Context: an optimization exercise on an open-source flow, tuned for small area, a short achievable clock period and few clock cycles per item. The choices shown serve that exercise and are no tape-out recipe.
The RTL was checked by simulation tests, not by an equivalence proof against the original design.
Power is estimated from default activity; no workload was simulated.

==> inputs of 06-01 <==
==> flow/design.v <==
module acq_core (
    input             clk,
    input             rst,           
    input             cmd_valid,
    output            cmd_ready,
    input      [31:0] cmd_data,
    output reg        done,
    output reg        rpt_valid,
    output     [15:0] rpt_loc,
    output     [3:0]  rpt_kind,
    output     [15:0] rpt_extra,
    output     [3:0]  res_kind,
    output     [15:0] res_loc,
    output     [15:0] res_extra,
    output reg [7:0]  res_value,
    output     [71:0] buf_bytes,
    output reg        td_c_sign,
    output     [7:0]  td_c_whole,
    output reg [3:0]  td_c_frac,
    output reg        td_f_sign,
    output reg [7:0]  td_f_whole,
    output reg [3:0]  td_f_frac,
    output reg        log_verbose
);
    localparam [7:0] OP_BUF_LOAD     = 8'h01;
    localparam [7:0] OP_CRC_COMPUTE  = 8'h02;
    localparam [7:0] OP_CRC_VALIDATE = 8'h03;
    localparam [7:0] OP_SET_LOGGING  = 8'h04;
    localparam [7:0] OP_TD_DECODE    = 8'h20;
    localparam [7:0] OP_TD_C_TO_F    = 8'h21;
    localparam [3:0] K_NONE         = 4'd0;
    localparam [3:0] K_CHECKSUM     = 4'd7;
    localparam [3:0] K_RES_MISMATCH = 4'd8;
    localparam [3:0] K_SP_CORRUPT   = 4'd9;
    localparam [3:0] K_ILLEGAL      = 4'd11;
    localparam [3:0] R_NONE = 4'b0000;
    localparam [3:0] R_ILL  = 4'b1000;
    localparam [3:0] R_CRC  = 4'b0100;
    localparam [3:0] R_CFG  = 4'b0010;
    localparam [3:0] R_SP   = 4'b0001;
    localparam [2:0] S_IDLE = 3'd0;      
    localparam [2:0] S_REC2 = 3'd1;      
    localparam [2:0] S_CRCW = 3'd2;      
    localparam [2:0] S_FAHR = 3'd3;      
    localparam [2:0] S_CLD  = 3'd4;      
    reg [2:0]  state;
    reg [3:0]  rk;            
    reg [6:0]  td_c_w;        
    reg [71:0] buf_r;
    wire [7:0] bufr [0:8];
    reg [7:0]  c_op;
    reg [6:0]  c_a;
    reg [15:0] c_lo;
    reg        c_trace;       
    genvar gi;
    generate
        for (gi = 0; gi < 9; gi = gi + 1) begin : g_buf
            assign bufr[gi] = buf_r[8*gi +: 8];
        end
    endgenerate
    assign buf_bytes = buf_r;
    assign cmd_ready = (state == S_IDLE);
    wire accept = cmd_valid && (state == S_IDLE);
    function [7:0] crc8_byte(input [7:0] crc_in, input [7:0] b);
        integer i;
        reg [7:0] r;
        begin
            r = crc_in;
            for (i = 0; i < 8; i = i + 1) begin
                if (r[0] ^ b[i])
                    r = (r >> 1) ^ 8'h8C;
                else
                    r = r >> 1;
            end
            crc8_byte = r;
        end
    endfunction
    function [7:0] res_cfg(input [1:0] r);
        res_cfg = {1'b0, r, 5'h1F};
    endfunction
    function [3:0] res_mask(input [1:0] r);
        res_mask = {1'b1, r != 2'd0, r[1], r == 2'd3};
    endfunction
    localparam [1023:0] DIV5_T = 1024'hcac9c8c4c3c2c1c0bcbbbab9b8b4b3b2b1b0acabaaa9a8a4a3a2a1a09c9b9a999894939291908c8b8a898884838281807c7b7a797874737271706c6b6a696864636261605c5b5a595854535251504c4b4a494844434241403c3b3a393834333231302c2b2a292824232221201c1b1a191814131211100c0b0a09080403020100;
    localparam [1023:0] Y2_T = 1024'h0000000000000000000000000000000000000000000000000000000000000000000000000000000000000000000000000000000000008886848281797775737200000000000070686664636159575554000000000000525048464543413937360000000000003432302827252321191800000000000016141210090705030100;
    localparam [63:0] POS_T = 64'h9988766544332110;
    localparam [63:0] NEG_T = 64'h0112334456677899;
    function [3:0] pos_frac(input [3:0] i);
        pos_frac = POS_T[4*i +: 4];
    endfunction
    function [3:0] neg_frac(input [3:0] i);
        neg_frac = NEG_T[4*i +: 4];
    endfunction
    function [7:0] div5(input [6:0] w);
        div5 = DIV5_T[8*w +: 8];
    endfunction
    function [7:0] y2(input [2:0] b, input [3:0] f);
        y2 = Y2_T[8*{b, f} +: 8];
    endfunction
    wire [7:0] i_op = cmd_data[31:24];
    wire [7:0] i_a  = cmd_data[23:16];
    wire [7:0] i_b  = cmd_data[15:8];
    wire       i_g  = cmd_data[0];
    wire       i_z0 = (cmd_data[7:1] == 7'd0);
    wire       i_b0 = (i_b == 8'd0);
    wire is_load = (i_op == OP_BUF_LOAD);
    wire is_crcc = (i_op == OP_CRC_COMPUTE);
    wire is_crcv = (i_op == OP_CRC_VALIDATE);
    wire is_slog = (i_op == OP_SET_LOGGING);
    wire is_tdd  = (i_op == OP_TD_DECODE);
    wire is_c2f  = (i_op == OP_TD_C_TO_F);
    wire ok_load = is_load && i_z0 && !i_g && (i_a <= 8'd8);
    wire ok_crcc = is_crcc && i_z0 && !i_g && i_b0 && (i_a >= 8'd1) && (i_a <= 8'd9);
    wire ok_crcv = is_crcv && i_z0 && !i_g && i_b0 && ((i_a == 8'd7) || (i_a == 8'd8));
    wire ok_slog = is_slog && i_z0 && !i_g && i_b0 && (i_a <= 8'd1);
    wire ok_tdd  = is_tdd  && i_z0 && !i_g && i_b0 && (i_a <= 8'd3);
    wire ok_c2f  = is_c2f  && i_z0 && !i_a[7] && (i_b <= 8'd9);
    wire ok_crc  = ok_crcc || ok_crcv;
    wire legal   = ok_load || ok_crc || ok_slog || ok_tdd || ok_c2f;
    reg [7:0] crc_run;
    reg [3:0] eng_pos;
    reg  [7:0] eng_byte;
    always @(*) begin
        case (eng_pos)
            4'd0: eng_byte = bufr[0];
            4'd1: eng_byte = bufr[1];
            4'd2: eng_byte = bufr[2];
            4'd3: eng_byte = bufr[3];
            4'd4: eng_byte = bufr[4];
            4'd5: eng_byte = bufr[5];
            4'd6: eng_byte = bufr[6];
            4'd7: eng_byte = bufr[7];
            default: eng_byte = bufr[8];
        endcase
    end
    wire [7:0] crc_step = crc8_byte(crc_run & {8{eng_pos != 4'd0}}, eng_byte);
    wire wr_buf = accept && ok_load;
    wire crc_now = (eng_pos == i_a[3:0]);
    wire eng_restart = (wr_buf && (i_a[3:0] <= eng_pos)) ||
                       (accept && ok_crc && (eng_pos > i_a[3:0]));
    wire       crc_ne     = (crc_step != 8'd0);
    wire [7:0] cmp_byte_c = c_a[3] ? bufr[8] : bufr[7];
    wire       cfg_bad   = (bufr[4] != res_cfg(i_a[1:0]));
    wire       sp_bad    = (bufr[5] != 8'hFF) || (bufr[7] != 8'h10);
    wire [3:0] dec_fi    = bufr[0][3:0] & res_mask(bufr[4][6:5]);
    wire [7:0] dec_w     = {bufr[1][3:0], bufr[0][7:4]};
    wire       dec_sign  = dec_w[7];
    wire [6:0] dec_whole = dec_sign ? ~dec_w[6:0] : dec_w[6:0];
    wire [3:0] dec_frac  = dec_sign ? neg_frac(dec_fi) : pos_frac(dec_fi);
    reg        cel_s;
    reg [4:0]  cel_a;
    reg [2:0]  cel_b;
    reg [3:0]  cel_f;
    reg        cel_ok;        
    wire       cel_ld  = (state == S_CLD);    
    wire [6:0] cel_win = cel_ld ? c_a : dec_whole;
    wire [7:0] cel_ab  = div5(cel_win);
    wire       cel_sin = cel_ld ? c_lo[0] : dec_sign;
    wire [3:0] cel_fin = cel_ld ? c_lo[11:8] : dec_frac;
    wire       fs      = cel_s;
    wire [3:0] ff      = cel_f;
    wire [4:0] f_a     = cel_a;
    wire [2:0] f_b     = cel_b;
    wire [7:0] f_yr    = y2(f_b, ff);
    wire [3:0] f_r     = f_yr[3:0];
    wire [7:0] f_p     = {f_a, 3'b000} + f_a + f_yr[7:4];
    wire       f_e     = (ff != 4'd0) && (ff != 4'd5);    
    wire [7:0] f_sub   = f_p - 8'd32;
    wire       f_big   = (f_p >= 8'd32);
    wire       f_re    = (f_r != 4'd0) || f_e;
    wire       f_neg   = fs && f_big;
    wire [7:0] f_whole = !fs ? f_p + 8'd32 : f_big ? f_sub : f_re ? ~f_sub : -f_sub;
    wire [3:0] f_tenth = (!fs || f_big) ? f_r : f_re ? 4'd10 - f_r - f_e : 4'd0;
    wire k_ill = rk[3];    
    wire k_crc = rk[2];    
    wire k_cfg = rk[1];    
    wire k_sp  = rk[0];    
    assign res_kind   = {k_ill | k_cfg | k_sp, k_crc, k_ill | k_crc, k_ill | k_crc | k_sp};
    assign td_c_whole = {1'b0, td_c_w};
    assign res_loc = k_ill ? {8'hFF, c_op} :
                     k_crc ? 16'h0301 :
                     k_cfg ? 16'h2001 :
                     k_sp  ? 16'h2002 : 16'h0000;
    assign res_extra = k_ill ? c_lo :
                       k_crc ? {res_value, cmp_byte_c} :
                       k_cfg ? {bufr[4], res_cfg(c_a[1:0])} :
                       k_sp  ? {bufr[5], bufr[7]} : 16'h0000;
    assign rpt_loc   = c_trace ? {c_op, 8'h00} : res_loc;
    assign rpt_kind  = c_trace ? K_NONE : res_kind;
    assign rpt_extra = c_trace ? c_lo : res_extra;
    integer k;
    always @(posedge clk) begin
        cel_s  <= cel_sin;
        cel_a  <= cel_ab[7:3];
        cel_b  <= cel_ab[2:0];
        cel_f  <= cel_fin;
        cel_ok <= !rst && !(accept && ok_load) && !cel_ld;
    end
    wire [7:0] buf_wdata = i_b & {8{!rst}};
    always @(posedge clk) begin
        for (k = 0; k < 9; k = k + 1)
            if (rst || (wr_buf && i_a[3:0] == k))
                buf_r[8*k +: 8] <= buf_wdata;
    end
    always @(posedge clk) begin
        if (rst) begin
            state       <= S_IDLE;
            done        <= 1'b0;
            rpt_valid   <= 1'b0;
            rk          <= R_NONE;
            res_value   <= 8'd0;
            td_c_sign   <= 1'b0;
            td_c_w      <= 7'd0;
            td_c_frac   <= 4'd0;
            td_f_sign   <= 1'b0;
            td_f_whole  <= 8'd0;
            td_f_frac   <= 4'd0;
            log_verbose <= 1'b0;
            eng_pos     <= 4'd0;
        end else begin
            done      <= 1'b0;
            rpt_valid <= 1'b0;
            if (eng_restart) begin
                eng_pos <= 4'd0;
            end else if (eng_pos != 4'd9) begin
                crc_run <= crc_step;
                eng_pos <= eng_pos + 4'd1;
            end
            case (state)
                S_IDLE: begin
                    if (cmd_valid) begin
                        c_op <= i_op;
                        c_a  <= i_a[6:0];
                        c_lo <= cmd_data[15:0];
                        if (!legal) begin
                            rk        <= R_ILL;
                            rpt_valid <= 1'b1;
                            c_trace   <= 1'b0;
                            done      <= 1'b1;
                        end else begin
                            rpt_valid <= log_verbose;
                            c_trace   <= 1'b1;
                            rk        <= R_NONE;
                            if (ok_load) begin
                                done <= 1'b1;
                            end
                            if (ok_slog) begin
                                log_verbose <= i_a[0];
                                done <= 1'b1;
                            end
                            if (ok_crc) begin
                                if (crc_now) begin
                                    res_value <= crc_run;
                                    if (ok_crcv && crc_ne) begin
                                        rk <= R_CRC;
                                        if (log_verbose) begin
                                            state <= S_REC2;
                                        end else begin
                                            rpt_valid <= 1'b1;
                                            c_trace   <= 1'b0;
                                            done      <= 1'b1;
                                        end
                                    end else begin
                                        done <= 1'b1;
                                    end
                                end else begin
                                    state <= S_CRCW;
                                end
                            end
                            if (ok_tdd) begin
                                if (cfg_bad || sp_bad) begin
                                    rk <= cfg_bad ? R_CFG : R_SP;
                                    if (log_verbose) begin
                                        state <= S_REC2;
                                    end else begin
                                        rpt_valid <= 1'b1;
                                        c_trace   <= 1'b0;
                                        done      <= 1'b1;
                                    end
                                end else begin
                                    td_c_sign  <= dec_sign;
                                    td_c_w     <= dec_whole;
                                    td_c_frac  <= dec_frac;
                                    if (cel_ok) begin
                                        td_f_sign  <= f_neg;
                                        td_f_whole <= f_whole;
                                        td_f_frac  <= f_tenth;
                                        done       <= 1'b1;
                                    end else begin
                                        state      <= S_FAHR;
                                    end
                                end
                            end
                            if (ok_c2f)
                                state <= S_CLD;
                        end
                    end
                end
                S_CLD: begin
                    state <= S_FAHR;
                end
                S_REC2: begin
                    rpt_valid <= 1'b1;
                    c_trace   <= 1'b0;
                    done      <= 1'b1;
                    state     <= S_IDLE;
                end
                S_CRCW: begin
                    if (eng_pos == c_a[3:0]) begin
                        res_value <= crc_run;
                        if (c_op[0] && crc_ne) begin
                            rk        <= R_CRC;
                            rpt_valid <= 1'b1;
                            c_trace   <= 1'b0;
                        end
                        done  <= 1'b1;
                        state <= S_IDLE;
                    end
                end
                S_FAHR: begin
                    td_f_sign  <= f_neg;
                    td_f_whole <= f_whole;
                    td_f_frac  <= f_tenth;
                    done       <= 1'b1;
                    state      <= S_IDLE;
                end
            endcase
        end
    end
endmodule
==> flow/flow/run.sh <==
#!/bin/bash
# The standard layout, with two changes to how it is made:
# - the port buffers are the smallest buffer cell instead of the delay buffer
#   ORFS picks by default;
# - timing repair works towards a setup slack of 10.2 ns at the 15 ns clock,
#   so that it also sizes the paths that already meet 15 ns, by resizing
#   and pin swaps only.
set -euo pipefail
export BUFFER_PORTS_ARGS="-buffer_cell sky130_fd_sc_hd__buf_1"
export SETUP_SLACK_MARGIN=10.2
export SETUP_MOVE_SEQUENCE=unbuffer,sizeup,swap
bash standard.sh > standard.log 2>&1
==> flow/standard.sh <==
#!/bin/bash
# synth_recipe.tcl (not shown) runs the flow's synth.tcl, then flattens the netlist and writes it again
# the make line also repeats each setting of config.mk as NAME=value (left out here)
make -C /OpenROAD-flow-scripts/flow DESIGN_CONFIG=/design/flow/config.mk WORK_HOME=/design/flow/orfs CLKGATE_MAP_FILE= SYNTH_SCRIPT=/design/flow/synth_recipe.tcl "${@:-finish}"
==> flow/config.mk <==
export PLATFORM = sky130hd
export DESIGN_NAME = acq_core
export DESIGN_NICKNAME = acq_core
export VERILOG_FILES = /design/flow/design.v
export SDC_FILE = /design/flow/constraint.sdc
export NUM_CORES = 4
export LEC_CHECK = 0
export CAP_MARGIN = 20
export CORE_MARGIN = 2
export CORE_UTILIZATION = 65
export CTS_BUF_LIST = sky130_fd_sc_hd__clkbuf_8 sky130_fd_sc_hd__clkbuf_16
export SLEW_MARGIN = 20
==> flow/constraint.sdc <==
create_clock -name core_clock -period 15.0 [get_ports {clk}]
set_input_delay 3.0000 -clock core_clock [delete_from_list [all_inputs] [get_ports {clk}]]
set_output_delay 3.0000 -clock core_clock [all_outputs]
set_load 0.01 [all_outputs]
==> 02-16 (differences from 06-01) <==
--- a/flow/design.v
+++ b/flow/design.v
@@ -43,5 +43,4 @@
     localparam [2:0] S_CRCW = 3'd2;      
     localparam [2:0] S_FAHR = 3'd3;      
-    localparam [2:0] S_CLD  = 3'd4;      
     reg [2:0]  state;
     reg [3:0]  rk;            
@@ -110,9 +109,19 @@
     wire is_tdd  = (i_op == OP_TD_DECODE);
     wire is_c2f  = (i_op == OP_TD_C_TO_F);
-    wire ok_load = is_load && i_z0 && !i_g && (i_a <= 8'd8);
-    wire ok_crcc = is_crcc && i_z0 && !i_g && i_b0 && (i_a >= 8'd1) && (i_a <= 8'd9);
-    wire ok_crcv = is_crcv && i_z0 && !i_g && i_b0 && ((i_a == 8'd7) || (i_a == 8'd8));
-    wire ok_slog = is_slog && i_z0 && !i_g && i_b0 && (i_a <= 8'd1);
-    wire ok_tdd  = is_tdd  && i_z0 && !i_g && i_b0 && (i_a <= 8'd3);
+    wire i_zg0   = i_z0 && !i_g;
+    wire i_ahi0  = (i_a[7:4] == 4'd0);
+    wire [3:0] i_al = i_a[3:0];
+    wire [9:0] i_ak;
+    genvar ki;
+    generate
+        for (ki = 0; ki < 10; ki = ki + 1) begin : g_ak
+            assign i_ak[ki] = (i_al == ki);
+        end
+    endgenerate
+    wire ok_load = is_load && i_zg0 && i_ahi0 && (i_al <= 4'd8);
+    wire ok_crcc = is_crcc && i_zg0 && i_b0 && i_ahi0 && (i_al != 4'd0) && (i_al <= 4'd9);
+    wire ok_crcv = is_crcv && i_zg0 && i_b0 && i_ahi0 && (i_ak[7] || i_ak[8]);
+    wire ok_slog = is_slog && i_zg0 && i_b0 && i_ahi0 && (i_al[3:1] == 3'd0);
+    wire ok_tdd  = is_tdd  && i_zg0 && i_b0 && i_ahi0 && (i_al[3:2] == 2'd0);
     wire ok_c2f  = is_c2f  && i_z0 && !i_a[7] && (i_b <= 8'd9);
     wire ok_crc  = ok_crcc || ok_crcv;
@@ -153,9 +162,9 @@
     reg [3:0]  cel_f;
     reg        cel_ok;        
-    wire       cel_ld  = (state == S_CLD);    
-    wire [6:0] cel_win = cel_ld ? c_a : dec_whole;
+    wire       cel_ld  = cmd_valid && (i_op == OP_TD_C_TO_F);    
+    wire [6:0] cel_win = cel_ld ? i_a[6:0] : dec_whole;
     wire [7:0] cel_ab  = div5(cel_win);
-    wire       cel_sin = cel_ld ? c_lo[0] : dec_sign;
-    wire [3:0] cel_fin = cel_ld ? c_lo[11:8] : dec_frac;
+    wire       cel_sin = cel_ld ? i_g : dec_sign;
+    wire [3:0] cel_fin = cel_ld ? i_b[3:0] : dec_frac;
     wire       fs      = cel_s;
     wire [3:0] ff      = cel_f;
@@ -166,9 +175,11 @@
     wire [7:0] f_p     = {f_a, 3'b000} + f_a + f_yr[7:4];
     wire       f_e     = (ff != 4'd0) && (ff != 4'd5);    
-    wire [7:0] f_sub   = f_p - 8'd32;
-    wire       f_big   = (f_p >= 8'd32);
+    wire [2:0] f_hi    = f_p[7:5];
+    wire [4:0] f_lo    = f_p[4:0];
+    wire       f_big   = (f_hi != 3'd0);
     wire       f_re    = (f_r != 4'd0) || f_e;
     wire       f_neg   = fs && f_big;
-    wire [7:0] f_whole = !fs ? f_p + 8'd32 : f_big ? f_sub : f_re ? ~f_sub : -f_sub;
+    wire [5:0] f_nlo   = {1'b0, ~f_lo} + {5'd0, !f_re};
+    wire [7:0] f_whole = !fs ? {f_hi + 3'd1, f_lo} : f_big ? {f_hi - 3'd1, f_lo} : {2'b00, f_nlo};
     wire [3:0] f_tenth = (!fs || f_big) ? f_r : f_re ? 4'd10 - f_r - f_e : 4'd0;
     wire k_ill = rk[3];    
@@ -198,7 +209,8 @@
     end
     wire [7:0] buf_wdata = i_b & {8{!rst}};
+    wire       wr_go     = accept && is_load && i_zg0 && i_ahi0;
     always @(posedge clk) begin
         for (k = 0; k < 9; k = k + 1)
-            if (rst || (wr_buf && i_a[3:0] == k))
+            if (rst || (wr_go && i_ak[k]))
                 buf_r[8*k +: 8] <= buf_wdata;
     end
@@ -293,11 +305,8 @@
                             end
                             if (ok_c2f)
-                                state <= S_CLD;
+                                state <= S_FAHR;
                         end
                     end
                 end
-                S_CLD: begin
-                    state <= S_FAHR;
-                end
                 S_REC2: begin
                     rpt_valid <= 1'b1;
==> flow/flow/run.sh (replaced) <==
#!/bin/bash
# The standard layout, with two changes to how it is made:
# - the port buffers are the smallest buffer cell instead of the delay buffer
#   ORFS picks by default;
# - timing repair works towards a setup slack of 9.8 ns at the 15 ns clock,
#   so that it also sizes the paths that already meet 15 ns.
set -euo pipefail
export BUFFER_PORTS_ARGS="-buffer_cell sky130_fd_sc_hd__buf_1"
export SETUP_SLACK_MARGIN=9.8
bash standard.sh > standard.log 2>&1
==> notes.md <==
| item | 02-16 | 06-01 |
|---|---|---|
| Post-synth design cell area | 10840 um^2 | 10850 um^2 |
| Total sequential power | 0.629 mW | 0.636 mW |
| Starting DRT DRC Count | 1291 | 1043 |
| Max-slew headroom at the worst pin | 0.3156 | 0.2552 |
| Power per standard cell area | 139.4 nW/um^2 | 132.1 nW/um^2 |
| Worst slew pin tran | 1.001 ns | 1.115 ns |
| Synth Area in Simple Gates | 0.1660 | 0.1626 |
| FF+latch count | 170 | 173 |
| Count of unique library cells instantiated by Yosys | 92 | 91 |
| Non-Filler Instances | 1508 | 1501 |
| Synthesized area per cell | 9.819 um^2 | 9.838 um^2 |
| Result of the run | timing/DRC/antenna clean | timing/DRC/antenna clean |
| Post-layout minimum cycle time | 5.126 ns | 5.281 ns |
| Post-CTS setup buffer count | 9 | 0 |
| Via count of the first global-routing pass | 8822 | 9113 |
Testbench counts of 06-01, summed over its fixed seeds: cycles 4,631, commands 4,434.
Testbench counts of 02-16, summed over its fixed seeds: cycles 4,583, commands 4,434.

## re-timing with driven ports
No port has a modelled driver above. Below, the same layouts with a new extraction and two added sets of constraints.
Step 1, drivers: a clkbuf_16 drives clk and a buf_2 each remaining input, both assumed.
Step 2 times the ports against the registers' clock, not the clock port: input delays grow and output delays shrink by t, the midpoint of the rising clock arrivals with the driver on.
a / b / c = ideal ports / drivers / drivers and shift; a / b = the first two.
run | shift t [ns] | setup slack, ns | worst register clock-pin slew, ns | worst data-port slew with drivers (ns) | cell pins on the clock port's net
06-01 | 0.480 | 9.719 / 9.672 / 9.288 | 0.08 / 0.08 | 0.07 | 1
02-16 | 0.481 | 9.874 / 9.827 / 9.399 | 0.07 / 0.07 | 0.07 | 1
After both steps setup and hold are still met in every run listed. For 02-16, which loses most, drivers alone change the setup slack by -0.047 ns; drivers and shift together by -0.475 ns.
